Source: an optimization exercise on an open RTL-to-GDS flow (aim: small area, a short achievable clock period and few clock cycles per item). Production flows keep margins and buffers that such runs may drop.
Function was checked by simulation only, so behaviour that the tests miss may differ from the original.
No activity file was given, so power comes from the tool's default toggle rates.

## yce_block_conv
module yce_block_conv (
    input  wire         clk,
    input  wire         rst,             
    input  wire         in_valid,
    output wire         in_ready,
    input  wire         in_fmt,          
    input  wire         in_chroma,       
    input  wire [511:0] in_data,
    output reg          out_valid,
    input  wire         out_ready,
    output reg          out_chroma,
    output reg  [127:0] out_y,
    output reg  [63:0]  out_u,
    output reg  [63:0]  out_v
);
==> flow/config.mk <==
export PLATFORM = sky130hd
export DESIGN_NAME = yce_block_conv
export DESIGN_NICKNAME = yce_block_conv
export VERILOG_FILES = /design/flow/design.v
export SDC_FILE = /design/flow/constraint.sdc
export NUM_CORES = 4
export LEC_CHECK = 0
export CAP_MARGIN = 20
export CORE_MARGIN = 2
export CORE_UTILIZATION = 60
export PLACE_DENSITY = 0.72
export SLEW_MARGIN = 20
export SYNTH_HIERARCHICAL = 1
==> flow/constraint.sdc <==
create_clock -name core_clock -period 10.0 [get_ports {clk}]
set_input_delay 2.0000 -clock core_clock [delete_from_list [all_inputs] [get_ports {clk}]]
set_output_delay 2.0000 -clock core_clock [all_outputs]
set_load 0.01 [all_outputs]
standard.sh (not shown) runs the stock make flow with config.mk's settings and CLKGATE_MAP_FILE= SYNTH_SCRIPT=/design/flow/synth_recipe.tcl, a recipe that flattens the netlist after the stock synthesis.
==> flow/flow/run.sh <==
#!/bin/bash
# The standard layout (the standard.sh: standard synthesis, floorplan,
# placement, CTS, routing) with two changes to how it is made:
#  * timing repair aims for 5.6 ns of setup slack at the design's 10 ns
#    clock (a 4.4 ns period, which is what the design can reach) instead of
#    only 0 ns;
#  * the buffers that the flow puts on every input and output port are
#    sky130_fd_sc_hd__buf_1 instead of the cell buffer_ports picks by itself
#    (clkdlybuf4s50_1); repair may resize them as for any other cell.
# Each tool's output is in standard_flow.log and in orfs/logs/.
set -euo pipefail
bash standard.sh SETUP_SLACK_MARGIN=5.6 "BUFFER_PORTS_ARGS=-buffer_cell sky130_fd_sc_hd__buf_1" finish > standard_flow.log 2>&1
Testbench counts at the start, summed over its fixed seeds: cycles 6,008, items 6,000.
Then changed:
==> flow/flow/run.sh (replaced) <==
#!/bin/bash
# The standard layout (the standard.sh: standard synthesis, floorplan,
# placement, CTS, routing) with two changes to how it is made:
#  * timing repair aims for 5.45 ns of setup slack at the design's 10 ns
#    clock (a 4.55 ns period, which is what the design can reach) instead of
#    only 0 ns;
#  * the buffers that the flow puts on every input and output port are
#    sky130_fd_sc_hd__buf_1 instead of the cell buffer_ports picks by itself
#    (clkdlybuf4s50_1); repair may resize them as for any other cell.
# Each tool's output is in standard_flow.log and in orfs/logs/.
set -euo pipefail
bash standard.sh SETUP_SLACK_MARGIN=5.45 "BUFFER_PORTS_ARGS=-buffer_cell sky130_fd_sc_hd__buf_1" finish > standard_flow.log 2>&1
The changed run produced a clean layout.
Wire length shrinks slightly.
Synthesized cell count stays the same.
Clock power barely changes.
Sequential share of layout area went up by 0.34 points.
Clock skew stays flat.
Global-route usage falls by 0.19 points.

* * *

yce_block_conv again, from the RTL that the note above started with.
clock: 10.0 ns
lec_check: 0
cap_margin: 20
core_margin: 2
core_utilization: 60
place_density: 0.72
slew_margin: 20
synth_hierarchical: 1
==> flow/flow/run.sh <==
#!/bin/bash
# The standard layout (the standard.sh: standard synthesis, floorplan,
# placement, CTS, routing) with two changes to how it is made:
#  * timing repair aims for 5.3 ns of setup slack at the design's 10 ns
#    clock (a 4.7 ns period, which is what the design can reach) instead of
#    only 0 ns;
#  * the buffers that the flow puts on every input and output port are
#    sky130_fd_sc_hd__buf_1 instead of the cell buffer_ports picks by itself
#    (clkdlybuf4s50_1); repair may resize them as for any other cell.
# Each tool's output is in standard_flow.log and in orfs/logs/.
set -euo pipefail
bash standard.sh SETUP_SLACK_MARGIN=5.3 "BUFFER_PORTS_ARGS=-buffer_cell sky130_fd_sc_hd__buf_1" finish > standard_flow.log 2>&1
Testbench counts at the start, summed over its fixed seeds: cycles 6,008, items 6,000.
Rerun with:
--- a/flow/flow/run.sh
+++ b/flow/flow/run.sh
@@ -4,2 +4,2 @@
-#  * timing repair aims for 5.3 ns of setup slack at the design's 10 ns
-#    clock (a 4.7 ns period, which is what the design can reach) instead of
+#  * timing repair aims for 5.45 ns of setup slack at the design's 10 ns
+#    clock (a 4.55 ns period, which is what the design can reach) instead of
@@ -12 +12 @@
-bash standard.sh SETUP_SLACK_MARGIN=5.3 "BUFFER_PORTS_ARGS=-buffer_cell sky130_fd_sc_hd__buf_1" finish > standard_flow.log 2>&1
+bash standard.sh SETUP_SLACK_MARGIN=5.45 "BUFFER_PORTS_ARGS=-buffer_cell sky130_fd_sc_hd__buf_1" finish > standard_flow.log 2>&1
TNS_END_PERCENT = 10   (was default)
The new run finished clean.
Power hardly moves.
Worst hold slack hardly moves.
Routed wire length increases by 0.34%.
Final cell count increases by 0.34%.
Worst setup slack barely changes.
Cell area stays flat.
Non-clock buffer count increases by 18.
Utilization increases by 0.18 points.
Register-to-register slack stays flat.
Via count increases by 0.46%.
Combinational power stays flat.

==> port drivers added, routing unchanged <==
The results above use ideal ports. As a check the final layouts listed here were re-extracted and re-timed, cells and wires unchanged. Step 1 assumes that a clkbuf_16 drives the clock port and a buf_2 every other input. Step 2 adds t to the input delays and takes it off the output delays; t is the mean of the earliest and latest rising clock arrival at the registers after step 1. Input paths then give back, and output paths get back, about the clock's delay inside the block. Three values: ideal, step 1, step 2; two values: the first two.
run | t, ns | setup slack, ns | hold slack, ns | clock arrival spread, ns
the first run of note 1 | 0.748 | 5.552 / 5.526 / 5.526 | 0.591 / 0.591 / 0.591 | 0.047 / 0.047
the second run of note 1 | 0.751 | 5.479 / 5.456 / 5.456 | 0.598 / 0.598 / 0.598 | 0.046 / 0.046
the first run of note 2 | 0.750 | 5.456 / 5.448 / 5.448 | 0.596 / 0.596 / 0.596 | 0.047 / 0.047
the second run of note 2 | 0.751 | 5.459 / 5.447 / 5.447 | 0.599 / 0.599 / 0.599 | 0.048 / 0.048
After both steps every run listed still meets setup and hold. For the first run of note 1, which loses most, drivers alone change the setup slack by -0.026 ns; drivers and shift together by -0.026 ns.
